Source: an optimization exercise on an open RTL-to-GDS flow (aim: small area). Production flows keep margins and buffers that such runs may drop. Where RTL was checked, it was by simulation tests only, not by an equivalence proof against the original. Power is estimated from default activity; no workload was simulated.

==> inputs of nickel <==
Design grip_core, start of the top module:
module grip_core (
    input  wire        clk,
    input  wire        rst,
    input  wire        clk_in,
    input  wire        data_in,
    input  wire        edge_evt,
    input  wire        edge_src,
    input  wire        dec_en,
    input  wire        rd_req,
    input  wire [3:0]  rd_addr,
    output wire [15:0] rd_data
);
    reg  [1:0]  v;
    reg         wg;       
    reg  [19:0] acc;      
    reg  [4:0]  cnt;
    wire is_clk = clk_in ^ v[0];
    wire is_gap = ~clk_in & ~v[0] & (data_in ^ v[1]) & wg;
    wire enq    = edge_evt & is_gap & (cnt == 5'd27);
    always @(posedge clk) begin
        if (edge_evt & is_clk)
            acc <= {acc[18:0], data_in};
    end
    always @(posedge clk) begin
        if (rst) begin
            v   <= 2'b00;
            wg  <= 1'b0;
            cnt <= 5'd0;
        end else if (edge_evt) begin
            if (is_clk) begin
                if (cnt != 5'd22)
                    cnt <= {cnt[3:0], ~(cnt[4] ^ cnt[2])};
            end else if (is_gap) begin
                cnt <= 5'd0;
            end
            wg <= ~v[0] & (data_in ^ v[1]);
            v  <= {data_in, clk_in};
        end
  ...
==> module grip_core, before the edit <==
module grip_core (
    input  wire        clk,
    input  wire        rst,
    input  wire        clk_in,
    input  wire        data_in,
    input  wire        edge_evt,
    input  wire        edge_src,
    input  wire        dec_en,
    input  wire        rd_req,
    input  wire [3:0]  rd_addr,
    output wire [15:0] rd_data
);
    reg  [1:0]  v;
    reg         wg;       
    reg  [19:0] acc;      
    reg  [4:0]  cnt;
    wire is_clk = clk_in ^ v[0];
    wire is_gap = ~clk_in & ~v[0] & (data_in ^ v[1]) & wg;
    wire enq    = edge_evt & is_gap & (cnt == 5'd27);
    always @(posedge clk) begin
        if (edge_evt & is_clk)
            acc <= {acc[18:0], data_in};
    end
    always @(posedge clk) begin
        if (rst) begin
            v   <= 2'b00;
            wg  <= 1'b0;
            cnt <= 5'd0;
        end else if (edge_evt) begin
            if (is_clk) begin
                if (cnt != 5'd22)
                    cnt <= {cnt[3:0], ~(cnt[4] ^ cnt[2])};
            end else if (is_gap) begin
                cnt <= 5'd0;
            end
            wg <= ~v[0] & (data_in ^ v[1]);
            v  <= {data_in, clk_in};
        end
    end
    wire [19:0] f = acc;
    wire [6:0]  s;
    assign s[0] = f[0] ^ f[7]  ^ f[14];
    assign s[1] = f[1] ^ f[8]  ^ f[15];
    assign s[2] = f[2] ^ f[9]  ^ f[16];
    assign s[3] = f[3] ^ f[10] ^ f[17];
    assign s[4] = f[4] ^ f[11] ^ f[18];
    assign s[5] = f[5] ^ f[12] ^ f[19];
    assign s[6] = f[6] ^ f[13];
    reg [3:0] nib;
    always @(*) begin
        case (s[6:4])
            3'd0: nib = 4'h0;
            3'd1: nib = 4'h7;
            3'd2: nib = 4'he;
            3'd3: nib = 4'h9;
            3'd4: nib = 4'hb;
            3'd5: nib = 4'hc;
            3'd6: nib = 4'h5;
            default: nib = 4'h2;
        endcase
    end
    wire ok  = (s[3:0] == nib);
    wire is2 = ok & (f[19:18] == 2'd2);
    wire [14:0] enq_code = {is2, f[17:6],
                            is2 ? f[5:4] : (ok ? f[19:18] : 2'b10)};
    reg [14:0] q [0:9];
    reg [3:0]  count;
    wire full   = (count == 4'd10);
    wire empty  = (count == 4'd0);
    wire do_enq = enq & ~full;
    wire do_deq = dec_en & ~empty;
    integer i;
    always @(posedge clk) begin
        if (do_enq) begin
            q[0] <= enq_code;
            for (i = 1; i < 10; i = i + 1)
                q[i] <= q[i-1];
        end
    end
    always @(posedge clk) begin
        if (rst)
            count <= 4'd0;
        else if (do_enq & ~do_deq)
            count <= count + 4'd1;
        else if (do_deq & ~do_enq)
            count <= count - 4'd1;
    end
    reg [14:0] e;
    always @(*) begin
        e = 15'd0;
        for (i = 0; i < 10; i = i + 1)
            e = e | (q[i] & {15{count == i + 1}});
    end
    wire wr2 = do_deq & e[14];
    wire wr0 = do_deq & ~e[14] & (e[1:0] == 2'b00);
    wire wr1 = do_deq & ~e[14] & (e[1:0] == 2'b01);
    wire wr3 = do_deq & ~e[14] & (e[1:0] == 2'b11);
    reg [5:0]  x_r, yn_r, lt_r, rt_r, thr_r;
    reg [1:0]  hatx_p, haty_p, dpadx_p, dpady_p;
    reg [10:0] btn_r;
    reg [3:0]  init_r;
    always @(posedge clk) begin
        if (wr0) begin
            x_r  <= e[7:2];
            yn_r <= e[13:8];
        end
        if (wr1) begin
            lt_r <= e[7:2];
            rt_r <= e[13:8];
        end
        if (wr2) begin
            thr_r   <= e[13:8];
            hatx_p  <= {e[1], e[0]};
            haty_p  <= {e[2], e[3]};
            dpadx_p <= {e[5], e[4]};
            dpady_p <= {e[6], e[7]};
        end
        if (wr3)
            btn_r <= e[13:3];
    end
    always @(posedge clk) begin
        if (rst)
            init_r <= 4'd0;
        else
            init_r <= init_r | {wr3, wr2, wr1, wr0};
    end
    wire [10:0] sel;
    genvar k;
    generate
        for (k = 0; k < 11; k = k + 1) begin : g_sel
            assign sel[k] = ~rst & (rd_addr == k);
        end
    endgenerate
    wire s0 = init_r[0], s1 = init_r[1], s2 = init_r[2], s3 = init_r[3];
    wire [1:0] dp = ({2{sel[5]}} & hatx_p)  | ({2{sel[6]}} & haty_p) |
                    ({2{sel[7]}} & dpadx_p) | ({2{sel[8]}} & dpady_p);
    wire [1:0] dv = {~dp[1] & dp[0], dp[1] ^ dp[0]} & {2{s2}};
    wire [10:0] rd_val =
          ({11{sel[0] & s0}} & {5'd0, x_r})
        | ({11{sel[1] & s0}} & {5'd0, ~yn_r})
        | ({11{sel[2] & s1}} & {5'd0, lt_r})
        | ({11{sel[3] & s1}} & {5'd0, rt_r})
        | ({11{sel[4] & s2}} & {5'd0, thr_r})
        | {9'd0, dv}
        | ({11{sel[9] & s3}} & btn_r)
        | ({11{sel[10]}}     & {7'd0, init_r});
    reg [10:0] rd_q;
    always @(posedge clk) begin
        if (rst | rd_req)
            rd_q <= rd_val;
    end
    assign rd_data = {5'd0, rd_q};
endmodule
==> flow/config.mk <==
export PLATFORM = sky130hd
export DESIGN_NAME = grip_core
export DESIGN_NICKNAME = grip_core
export VERILOG_FILES = /design/flow/design.v
export SDC_FILE = /design/flow/constraint.sdc
export NUM_CORES = 4
export LEC_CHECK = 0
export ABC_AREA = 1
export CAP_MARGIN = 20
export CORE_MARGIN = 2
export CORE_UTILIZATION = 70
export CTS_BUF_LIST = sky130_fd_sc_hd__clkbuf_16
export CTS_CLUSTER_DIAMETER = 80
export CTS_CLUSTER_SIZE = 30
export SLEW_MARGIN = 20
==> flow/constraint.sdc <==
create_clock -name core_clock -period 8.0 [get_ports {clk}]
set_input_delay 1.6000 -clock core_clock [delete_from_list [all_inputs] [get_ports {clk}]]
set_output_delay 1.6000 -clock core_clock [all_outputs]
set_load 0.01 [all_outputs]
standard.sh (not shown) runs the stock make flow with config.mk's settings and CLKGATE_MAP_FILE= SYNTH_SCRIPT=/design/flow/synth_recipe.tcl, a recipe that flattens the netlist after the stock synthesis.
==> flow/flow/run.sh <==
#!/bin/bash
# Own flow: the standard layout (standard.sh), with one change: the
# ABC script that ORFS's synthesis uses for ABC_AREA=1 is replaced by
# flow/abc_area.script (area-oriented mapping without buffering or
# upsizing). Everything else, including the registers Yosys makes, is
# the standard flow's.
set -euo pipefail
W=$PWD
mkdir -p "$W/scripts_mod"
cp -r "$FLOW_HOME/scripts/." "$W/scripts_mod/"
cp "$W/flow/abc_area.script" "$W/scripts_mod/abc_area.script"
bash "$W/standard.sh" SCRIPTS_DIR="$W/scripts_mod" finish > "$W/standard_flow.log" 2>&1
==> flow/flow/abc_area.script <==
strash
ifraig
scorr
dc2
strash
dch -f
amap
topo
==> amber (differences from nickel) <==
==> flow/design.v (replaced) <==
module grip_core (
    input  wire        clk,
    input  wire        rst,
    input  wire        clk_in,
    input  wire        data_in,
    input  wire        edge_evt,
    input  wire        edge_src,
    input  wire        dec_en,
    input  wire        rd_req,
    input  wire [3:0]  rd_addr,
    output reg  [15:0] rd_data
);
    reg  [1:0]  v;
    reg         wg;       
    reg  [19:0] acc;      
    reg  [4:0]  cnt;
    wire is_clk = clk_in ^ v[0];
    wire is_gap = ~clk_in & ~v[0] & (data_in ^ v[1]) & wg;
    wire cnt20  = (cnt == 5'd20);
    wire enq    = edge_evt & ~is_clk & is_gap & cnt20;
    always @(posedge clk) begin
        if (edge_evt & is_clk)
            acc <= {acc[18:0], data_in};
    end
    always @(posedge clk) begin
        if (rst) begin
            v   <= 2'b00;
            wg  <= 1'b0;
            cnt <= 5'd0;
        end else if (edge_evt) begin
            if (is_clk) begin
                if (cnt != 5'd31)
                    cnt <= cnt + 5'd1;
            end else if (is_gap) begin
                cnt <= 5'd0;
            end
            wg <= ~v[0] & (data_in ^ v[1]);
            v  <= {data_in, clk_in};
        end
    end
    wire [19:0] f = acc;
    wire [6:0]  s;
    assign s[0] = f[0] ^ f[7]  ^ f[14];
    assign s[1] = f[1] ^ f[8]  ^ f[15];
    assign s[2] = f[2] ^ f[9]  ^ f[16];
    assign s[3] = f[3] ^ f[10] ^ f[17];
    assign s[4] = f[4] ^ f[11] ^ f[18];
    assign s[5] = f[5] ^ f[12] ^ f[19];
    assign s[6] = f[6] ^ f[13];
    reg [3:0] nib;
    always @(*) begin
        case (s[6:4])
            3'd0: nib = 4'h0;
            3'd1: nib = 4'h7;
            3'd2: nib = 4'he;
            3'd3: nib = 4'h9;
            3'd4: nib = 4'hb;
            3'd5: nib = 4'hc;
            3'd6: nib = 4'h5;
            default: nib = 4'h2;
        endcase
    end
    wire ok  = (s[3:0] == nib);
    wire is2 = ok & (f[19:18] == 2'd2);
    wire [14:0] enq_code = {is2, f[17:6],
                            is2 ? f[5:4] : (ok ? f[19:18] : 2'b10)};
    reg [14:0] q [0:9];
    reg [3:0]  wr_ptr, rd_ptr;
    reg        full;
    wire empty  = (wr_ptr == rd_ptr) & ~full;
    wire do_enq = enq & ~full;
    wire do_deq = dec_en & ~empty;
    wire [3:0] wr_nxt = (wr_ptr == 4'd9) ? 4'd0 : wr_ptr + 4'd1;
    wire [3:0] rd_nxt = (rd_ptr == 4'd9) ? 4'd0 : rd_ptr + 4'd1;
    integer i;
    always @(posedge clk) begin
        for (i = 0; i < 10; i = i + 1)
            if (do_enq && wr_ptr == i)
                q[i] <= enq_code;
    end
    always @(posedge clk) begin
        if (rst) begin
            wr_ptr <= 4'd0;
            rd_ptr <= 4'd0;
            full   <= 1'b0;
        end else begin
            if (do_enq)
                wr_ptr <= wr_nxt;
            if (do_deq)
                rd_ptr <= rd_nxt;
            if (do_enq & ~do_deq & (wr_nxt == rd_ptr))
                full <= 1'b1;
            else if (do_deq)
                full <= 1'b0;
        end
    end
    reg [14:0] e;
    always @(*) begin
        case (rd_ptr)
            4'd0: e = q[0];
            4'd1: e = q[1];
            4'd2: e = q[2];
            4'd3: e = q[3];
            4'd4: e = q[4];
            4'd5: e = q[5];
            4'd6: e = q[6];
            4'd7: e = q[7];
            4'd8: e = q[8];
            default: e = q[9];
        endcase
    end
    wire wr2 = do_deq & e[14];
    wire wr0 = do_deq & ~e[14] & (e[1:0] == 2'b00);
    wire wr1 = do_deq & ~e[14] & (e[1:0] == 2'b01);
    wire wr3 = do_deq & ~e[14] & (e[1:0] == 2'b11);
    reg [5:0]  x_r, y_r, lt_r, rt_r, thr_r;
    reg [1:0]  hatx_r, haty_r, dpadx_r, dpady_r;
    reg [10:0] btn_r;
    reg [3:0]  init_r;
    always @(posedge clk) begin
        if (wr0) begin
            x_r <= e[7:2];
            y_r <= ~e[13:8];
        end
        if (wr1) begin
            lt_r <= e[7:2];
            rt_r <= e[13:8];
        end
        if (wr2) begin
            thr_r   <= e[13:8];
            hatx_r  <= {~e[1] & e[0], e[1] ^ e[0]};
            haty_r  <= {~e[2] & e[3], e[2] ^ e[3]};
            dpadx_r <= {~e[5] & e[4], e[5] ^ e[4]};
            dpady_r <= {~e[6] & e[7], e[6] ^ e[7]};
        end
        if (wr3)
            btn_r <= e[13:3];
    end
    always @(posedge clk) begin
        if (rst)
            init_r <= 4'd0;
        else
            init_r <= init_r | {wr3, wr2, wr1, wr0};
    end
    always @(posedge clk) begin
        if (rst) begin
            rd_data <= 16'd0;
        end else if (rd_req) begin
            case (rd_addr)
                4'd0:    rd_data <= {10'd0, x_r     & {6{init_r[0]}}};
                4'd1:    rd_data <= {10'd0, y_r     & {6{init_r[0]}}};
                4'd2:    rd_data <= {10'd0, lt_r    & {6{init_r[1]}}};
                4'd3:    rd_data <= {10'd0, rt_r    & {6{init_r[1]}}};
                4'd4:    rd_data <= {10'd0, thr_r   & {6{init_r[2]}}};
                4'd5:    rd_data <= {14'd0, hatx_r  & {2{init_r[2]}}};
                4'd6:    rd_data <= {14'd0, haty_r  & {2{init_r[2]}}};
                4'd7:    rd_data <= {14'd0, dpadx_r & {2{init_r[2]}}};
                4'd8:    rd_data <= {14'd0, dpady_r & {2{init_r[2]}}};
                4'd9:    rd_data <= {5'd0,  btn_r   & {11{init_r[3]}}};
                4'd10:   rd_data <= {12'd0, init_r};
                default: rd_data <= 16'd0;
            endcase
        end
    end
endmodule
==> flow/run.sh (new file) <==
#!/bin/bash
# synth_recipe.tcl (not shown) runs the flow's synth.tcl, then flattens the netlist and writes it again
# the make line also repeats each setting of config.mk as NAME=value (left out here)
make -C /OpenROAD-flow-scripts/flow DESIGN_CONFIG=/design/flow/config.mk WORK_HOME=/design/flow/orfs CLKGATE_MAP_FILE= SYNTH_SCRIPT=/design/flow/synth_recipe.tcl finish
Settings changed: ABC_AREA 1 to unset, CORE_UTILIZATION 70 to 40, CTS_BUF_LIST sky130_fd_sc_hd__clkbuf_16 to unset, CTS_CLUSTER_DIAMETER 80 to unset, CTS_CLUSTER_SIZE 30 to unset.
removed: flow/flow/run.sh
removed: flow/flow/abc_area.script
removed: flow/standard.sh
==> comparison <==
Between nickel and amber, the lower final cell count is in nickel (gap 31%, measured against amber). In nickel the die area is smaller than in amber, by 50%. Between nickel and amber, the lower clock skew is in amber (gap 1.1 ps). Between amber and nickel, the lower sequential cell count is in nickel (gap 5). Critical path depth is the same in nickel and amber. First-iteration DRC count: amber is lower than nickel (about 27%). Area after synthesis: amber is higher than nickel (about 16%).
Function not checked in amber: the RTL went through the layout flow alone.

---

==> job 1747 <==
grip_core, a different RTL version from the one above (not shown whole).
==> flow/design.v (excerpt) <==
module grip_core (
    input  wire        clk,
    input  wire        rst,
    input  wire        clk_in,
    input  wire        data_in,
    input  wire        edge_evt,
    input  wire        edge_src,
    input  wire        dec_en,
    input  wire        rd_req,
    input  wire [3:0]  rd_addr,
    output reg  [15:0] rd_data
);
==> module grip_core, before the edit <==
module grip_core (
    input  wire        clk,
    input  wire        rst,
    input  wire        clk_in,
    input  wire        data_in,
    input  wire        edge_evt,
    input  wire        edge_src,
    input  wire        dec_en,
    input  wire        rd_req,
    input  wire [3:0]  rd_addr,
    output reg  [15:0] rd_data
);
    reg  [1:0]  v;
    reg         wg;       
    reg  [19:0] acc;      
    reg  [4:0]  cnt;
    wire is_clk = clk_in ^ v[0];
    wire is_gap = ~clk_in & ~v[0] & (data_in ^ v[1]) & wg;
    wire cnt20  = (cnt == 5'd20);
    wire enq    = edge_evt & ~is_clk & is_gap & cnt20;
    always @(posedge clk) begin
        if (edge_evt & is_clk)
            acc <= {acc[18:0], data_in};
    end
    always @(posedge clk) begin
        if (rst) begin
            v   <= 2'b00;
            wg  <= 1'b0;
            cnt <= 5'd0;
        end else if (edge_evt) begin
            if (is_clk) begin
                if (cnt != 5'd31)
                    cnt <= cnt + 5'd1;
            end else if (is_gap) begin
                cnt <= 5'd0;
            end
            wg <= ~v[0] & (data_in ^ v[1]);
            v  <= {data_in, clk_in};
        end
    end
    wire [19:0] f = acc;
    wire [6:0]  s;
    assign s[0] = f[0] ^ f[7]  ^ f[14];
    assign s[1] = f[1] ^ f[8]  ^ f[15];
    assign s[2] = f[2] ^ f[9]  ^ f[16];
    assign s[3] = f[3] ^ f[10] ^ f[17];
    assign s[4] = f[4] ^ f[11] ^ f[18];
    assign s[5] = f[5] ^ f[12] ^ f[19];
    assign s[6] = f[6] ^ f[13];
    reg [3:0] nib;
    always @(*) begin
        case (s[6:4])
            3'd0: nib = 4'h0;
            3'd1: nib = 4'h7;
            3'd2: nib = 4'he;
            3'd3: nib = 4'h9;
            3'd4: nib = 4'hb;
            3'd5: nib = 4'hc;
            3'd6: nib = 4'h5;
            default: nib = 4'h2;
        endcase
    end
    wire ok  = (s[3:0] == nib);
    wire is2 = ok & (f[19:18] == 2'd2);
    wire [14:0] enq_code = {is2, f[17:6],
                            is2 ? f[5:4] : (ok ? f[19:18] : 2'b10)};
    reg [14:0] mem [0:9];
    reg [3:0]  wr_ptr, rd_ptr;
    reg        full;
    wire empty  = (wr_ptr == rd_ptr) & ~full;
    wire do_enq = enq & ~full;
    wire do_deq = dec_en & ~empty;
    wire [3:0] wr_nxt = (wr_ptr == 4'd9) ? 4'd0 : wr_ptr + 4'd1;
    wire [3:0] rd_nxt = (rd_ptr == 4'd9) ? 4'd0 : rd_ptr + 4'd1;
    always @(posedge clk) begin
        if (do_enq)
            mem[wr_ptr] <= enq_code;
    end
    always @(posedge clk) begin
        if (rst) begin
            wr_ptr <= 4'd0;
            rd_ptr <= 4'd0;
            full   <= 1'b0;
        end else begin
            if (do_enq)
                wr_ptr <= wr_nxt;
            if (do_deq)
                rd_ptr <= rd_nxt;
            if (do_enq & ~do_deq & (wr_nxt == rd_ptr))
                full <= 1'b1;
            else if (do_deq)
                full <= 1'b0;
        end
    end
    wire [14:0] e = mem[rd_ptr];
    wire wr2 = do_deq & e[14];
    wire wr0 = do_deq & ~e[14] & (e[1:0] == 2'b00);
    wire wr1 = do_deq & ~e[14] & (e[1:0] == 2'b01);
    wire wr3 = do_deq & ~e[14] & (e[1:0] == 2'b11);
    reg [5:0]  x_r, y_r, lt_r, rt_r, thr_r;
    reg [1:0]  hatx_r, haty_r, dpadx_r, dpady_r;
    reg [10:0] btn_r;
    reg [3:0]  init_r;
    always @(posedge clk) begin
        if (rst) begin
            x_r     <= 6'd0;
            y_r     <= 6'd0;
            lt_r    <= 6'd0;
            rt_r    <= 6'd0;
            thr_r   <= 6'd0;
            hatx_r  <= 2'd0;
            haty_r  <= 2'd0;
            dpadx_r <= 2'd0;
            dpady_r <= 2'd0;
            btn_r   <= 11'd0;
            init_r  <= 4'd0;
        end else begin
            if (wr0) begin
                x_r       <= e[7:2];
                y_r       <= ~e[13:8];
                init_r[0] <= 1'b1;
            end
            if (wr1) begin
                lt_r      <= e[7:2];
                rt_r      <= e[13:8];
                init_r[1] <= 1'b1;
            end
            if (wr2) begin
                thr_r     <= e[13:8];
                hatx_r    <= {~e[1] & e[0], e[1] ^ e[0]};
                haty_r    <= {~e[2] & e[3], e[2] ^ e[3]};
                dpadx_r   <= {~e[5] & e[4], e[5] ^ e[4]};
                dpady_r   <= {~e[6] & e[7], e[6] ^ e[7]};
                init_r[2] <= 1'b1;
            end
            if (wr3) begin
                btn_r     <= e[13:3];
                init_r[3] <= 1'b1;
            end
        end
    end
    always @(posedge clk) begin
        if (rst) begin
            rd_data <= 16'd0;
        end else if (rd_req) begin
            case (rd_addr)
                4'd0:    rd_data <= {10'd0, x_r};
                4'd1:    rd_data <= {10'd0, y_r};
                4'd2:    rd_data <= {10'd0, lt_r};
                4'd3:    rd_data <= {10'd0, rt_r};
                4'd4:    rd_data <= {10'd0, thr_r};
                4'd5:    rd_data <= {14'd0, hatx_r};
                4'd6:    rd_data <= {14'd0, haty_r};
                4'd7:    rd_data <= {14'd0, dpadx_r};
                4'd8:    rd_data <= {14'd0, dpady_r};
                4'd9:    rd_data <= {5'd0, btn_r};
                4'd10:   rd_data <= {12'd0, init_r};
                default: rd_data <= 16'd0;
            endcase
        end
    end
endmodule
==> flow/config.mk <==
export PLATFORM = sky130hd
export DESIGN_NAME = grip_core
export DESIGN_NICKNAME = grip_core
export VERILOG_FILES = /design/flow/design.v
export SDC_FILE = /design/flow/constraint.sdc
export NUM_CORES = 4
export LEC_CHECK = 0
export CAP_MARGIN = 20
export CORE_MARGIN = 2
export CORE_UTILIZATION = 40
export SLEW_MARGIN = 20
==> flow/constraint.sdc <==
create_clock -name core_clock -period 8.0 [get_ports {clk}]
set_input_delay 1.6000 -clock core_clock [delete_from_list [all_inputs] [get_ports {clk}]]
set_output_delay 1.6000 -clock core_clock [all_outputs]
set_load 0.01 [all_outputs]
run.sh (not shown) runs the stock make flow with config.mk's settings and CLKGATE_MAP_FILE= SYNTH_SCRIPT=/design/flow/synth_recipe.tcl, a recipe that flattens the netlist after the stock synthesis.
Stock flow here: none of the scripts above is used.
==> job 7384 (differences from job 1747) <==
==> flow/design.v (replaced) <==
module grip_core (
    input  wire        clk,
    input  wire        rst,
    input  wire        clk_in,
    input  wire        data_in,
    input  wire        edge_evt,
    input  wire        edge_src,
    input  wire        dec_en,
    input  wire        rd_req,
    input  wire [3:0]  rd_addr,
    output wire [15:0] rd_data
);
    reg  [1:0]  v;
    reg         wg;       
    reg  [19:0] acc;      
    reg  [4:0]  cnt;
    wire is_clk = clk_in ^ v[0];
    wire is_gap = ~clk_in & ~v[0] & (data_in ^ v[1]) & wg;
    wire enq    = edge_evt & is_gap & (cnt == 5'd20);
    always @(posedge clk) begin
        if (edge_evt & is_clk)
            acc <= {acc[18:0], data_in};
    end
    always @(posedge clk) begin
        if (rst) begin
            v   <= 2'b00;
            wg  <= 1'b0;
            cnt <= 5'd0;
        end else if (edge_evt) begin
            if (is_clk) begin
                if (cnt != 5'd31)
                    cnt <= cnt + 5'd1;
            end else if (is_gap) begin
                cnt <= 5'd0;
            end
            wg <= ~v[0] & (data_in ^ v[1]);
            v  <= {data_in, clk_in};
        end
    end
    wire [19:0] f = acc;
    wire [6:0]  s;
    assign s[0] = f[0] ^ f[7]  ^ f[14];
    assign s[1] = f[1] ^ f[8]  ^ f[15];
    assign s[2] = f[2] ^ f[9]  ^ f[16];
    assign s[3] = f[3] ^ f[10] ^ f[17];
    assign s[4] = f[4] ^ f[11] ^ f[18];
    assign s[5] = f[5] ^ f[12] ^ f[19];
    assign s[6] = f[6] ^ f[13];
    reg [3:0] nib;
    always @(*) begin
        case (s[6:4])
            3'd0: nib = 4'h0;
            3'd1: nib = 4'h7;
            3'd2: nib = 4'he;
            3'd3: nib = 4'h9;
            3'd4: nib = 4'hb;
            3'd5: nib = 4'hc;
            3'd6: nib = 4'h5;
            default: nib = 4'h2;
        endcase
    end
    wire ok  = (s[3:0] == nib);
    wire is2 = ok & (f[19:18] == 2'd2);
    wire [14:0] enq_code = {is2, f[17:6],
                            is2 ? f[5:4] : (ok ? f[19:18] : 2'b10)};
    reg [14:0] q [0:9];
    reg [3:0]  count;
    wire full   = (count == 4'd10);
    wire empty  = (count == 4'd0);
    wire do_enq = enq & ~full;
    wire do_deq = dec_en & ~empty;
    integer i;
    always @(posedge clk) begin
        if (do_enq) begin
            q[0] <= enq_code;
            for (i = 1; i < 10; i = i + 1)
                q[i] <= q[i-1];
        end
    end
    always @(posedge clk) begin
        if (rst)
            count <= 4'd0;
        else if (do_enq & ~do_deq)
            count <= count + 4'd1;
        else if (do_deq & ~do_enq)
            count <= count - 4'd1;
    end
    reg [14:0] e;
    always @(*) begin
        e = 15'd0;
        for (i = 0; i < 10; i = i + 1)
            e = e | (q[i] & {15{count == i + 1}});
    end
    wire wr2 = do_deq & e[14];
    wire wr0 = do_deq & ~e[14] & (e[1:0] == 2'b00);
    wire wr1 = do_deq & ~e[14] & (e[1:0] == 2'b01);
    wire wr3 = do_deq & ~e[14] & (e[1:0] == 2'b11);
    reg [5:0]  x_r, yn_r, lt_r, rt_r, thr_r;
    reg [1:0]  hatx_p, haty_p, dpadx_p, dpady_p;
    reg [10:0] btn_r;
    reg [3:0]  init_r;
    always @(posedge clk) begin
        if (wr0) begin
            x_r  <= e[7:2];
            yn_r <= e[13:8];
        end
        if (wr1) begin
            lt_r <= e[7:2];
            rt_r <= e[13:8];
        end
        if (wr2) begin
            thr_r   <= e[13:8];
            hatx_p  <= {e[1], e[0]};
            haty_p  <= {e[2], e[3]};
            dpadx_p <= {e[5], e[4]};
            dpady_p <= {e[6], e[7]};
        end
        if (wr3)
            btn_r <= e[13:3];
    end
    always @(posedge clk) begin
        if (rst)
            init_r <= 4'd0;
        else
            init_r <= init_r | {wr3, wr2, wr1, wr0};
    end
    wire [10:0] sel;
    genvar k;
    generate
        for (k = 0; k < 11; k = k + 1) begin : g_sel
            assign sel[k] = ~rst & (rd_addr == k);
        end
    endgenerate
    wire s0 = init_r[0], s1 = init_r[1], s2 = init_r[2], s3 = init_r[3];
    wire [1:0] dp = ({2{sel[5]}} & hatx_p)  | ({2{sel[6]}} & haty_p) |
                    ({2{sel[7]}} & dpadx_p) | ({2{sel[8]}} & dpady_p);
    wire [1:0] dv = {~dp[1] & dp[0], dp[1] ^ dp[0]} & {2{s2}};
    wire [10:0] rd_val =
          ({11{sel[0] & s0}} & {5'd0, x_r})
        | ({11{sel[1] & s0}} & {5'd0, ~yn_r})
        | ({11{sel[2] & s1}} & {5'd0, lt_r})
        | ({11{sel[3] & s1}} & {5'd0, rt_r})
        | ({11{sel[4] & s2}} & {5'd0, thr_r})
        | {9'd0, dv}
        | ({11{sel[9] & s3}} & btn_r)
        | ({11{sel[10]}}     & {7'd0, init_r});
    reg [10:0] rd_q;
    always @(posedge clk) begin
        if (rst | rd_req)
            rd_q <= rd_val;
    end
    assign rd_data = {5'd0, rd_q};
endmodule
ABC_AREA = 1   (was not set)
CORE_UTILIZATION = 70   (was 40)
CTS_BUF_LIST = sky130_fd_sc_hd__clkbuf_4   (was not set)
==> summary.txt <==
Reg2reg end: job 7384 q[6][1]$_DFFE_PP_; job 1747 y_r[4]$_SDFFE_PP0P_
Maximum number of pins on one net before global-route repair: job 7384 83; job 1747 82
First-pass GRT wire length: job 7384 30.6 mm; job 1747 36.9 mm
Final design instance area without fill: job 7384 0.0110 mm²; job 1747 0.0121 mm²
Final nets: job 7384 851; job 1747 858
Top cell type's share of synthesized area: job 7384 0.700; job 1747 0.474
Routed Wire Length: job 7384 19.4 mm; job 1747 22.6 mm
Worst hold start: job 7384 q[7][3]$_DFFE_PP_; job 1747 rd_data[1]$_SDFFE_PP0P_
Core Rows: job 7384 43; job 1747 60
Number of enable flip-flop cells after synthesis: job 7384 230; job 1747 170
Overall power after layout: job 7384 3.36 mW; job 1747 2.68 mW
Outcome: job 7384 finished clean; job 1747 finished clean
Cell type of the slowest stage on the worst timing path: job 7384 sky130_fd_sc_hd__buf_4; job 1747 sky130_fd_sc_hd__o211a_1
Critical path depth in cells: job 7384 6; job 1747 8
Comb group: job 7384 0.662 mW; job 1747 0.0868 mW
Power share of the combinational group: job 7384 0.197; job 1747 0.032
Chip Width: job 7384 123 µm; job 1747 168 µm
No functional check of the RTL was part of job 7384.

## what the ideal ports hide
How much do the figures lean on ideal ports? The routed layouts below were timed once more, with nothing changed but the port constraints.
Step 1: set_driving_cell puts a clkbuf_16 on clk and a buf_2 on each other input, an assumption about the parent block.
Step 2 adds t to the input delays and takes it off the output delays; t is the mean of the earliest and latest rising clock arrival at the registers after step 1. Input paths then give back, and output paths get back, about the clock's delay inside the block.
Slacks: ideal ports / drivers / drivers and shift; pairs: ideal ports / drivers.
| run | shift t [ns] | setup slack, ns | worst setup path after step 2 | clock arrival spread, ns | worst data-port slew with drivers (ns) |
|---|---|---|---|---|---|
| nickel | 0.506 | 3.816 / 3.838 / 3.332 | input to register | 0.018 / 0.018 | 0.03 |
| amber | 0.570 | 3.824 / 3.847 / 3.277 | input to register | 0.016 / 0.015 | 0.04 |
| job 1747 | 0.562 | 4.008 / 4.008 / 3.852 | input to register | 0.014 / 0.014 | 0.03 |
| job 7384 | 0.714 | 3.750 / 3.760 / 3.046 | input to register | 0.040 / 0.041 | 0.04 |
After both steps setup and hold are still met in every run listed. For job 7384, which loses most, drivers alone change the setup slack by +0.010 ns; drivers and shift together by -0.704 ns.
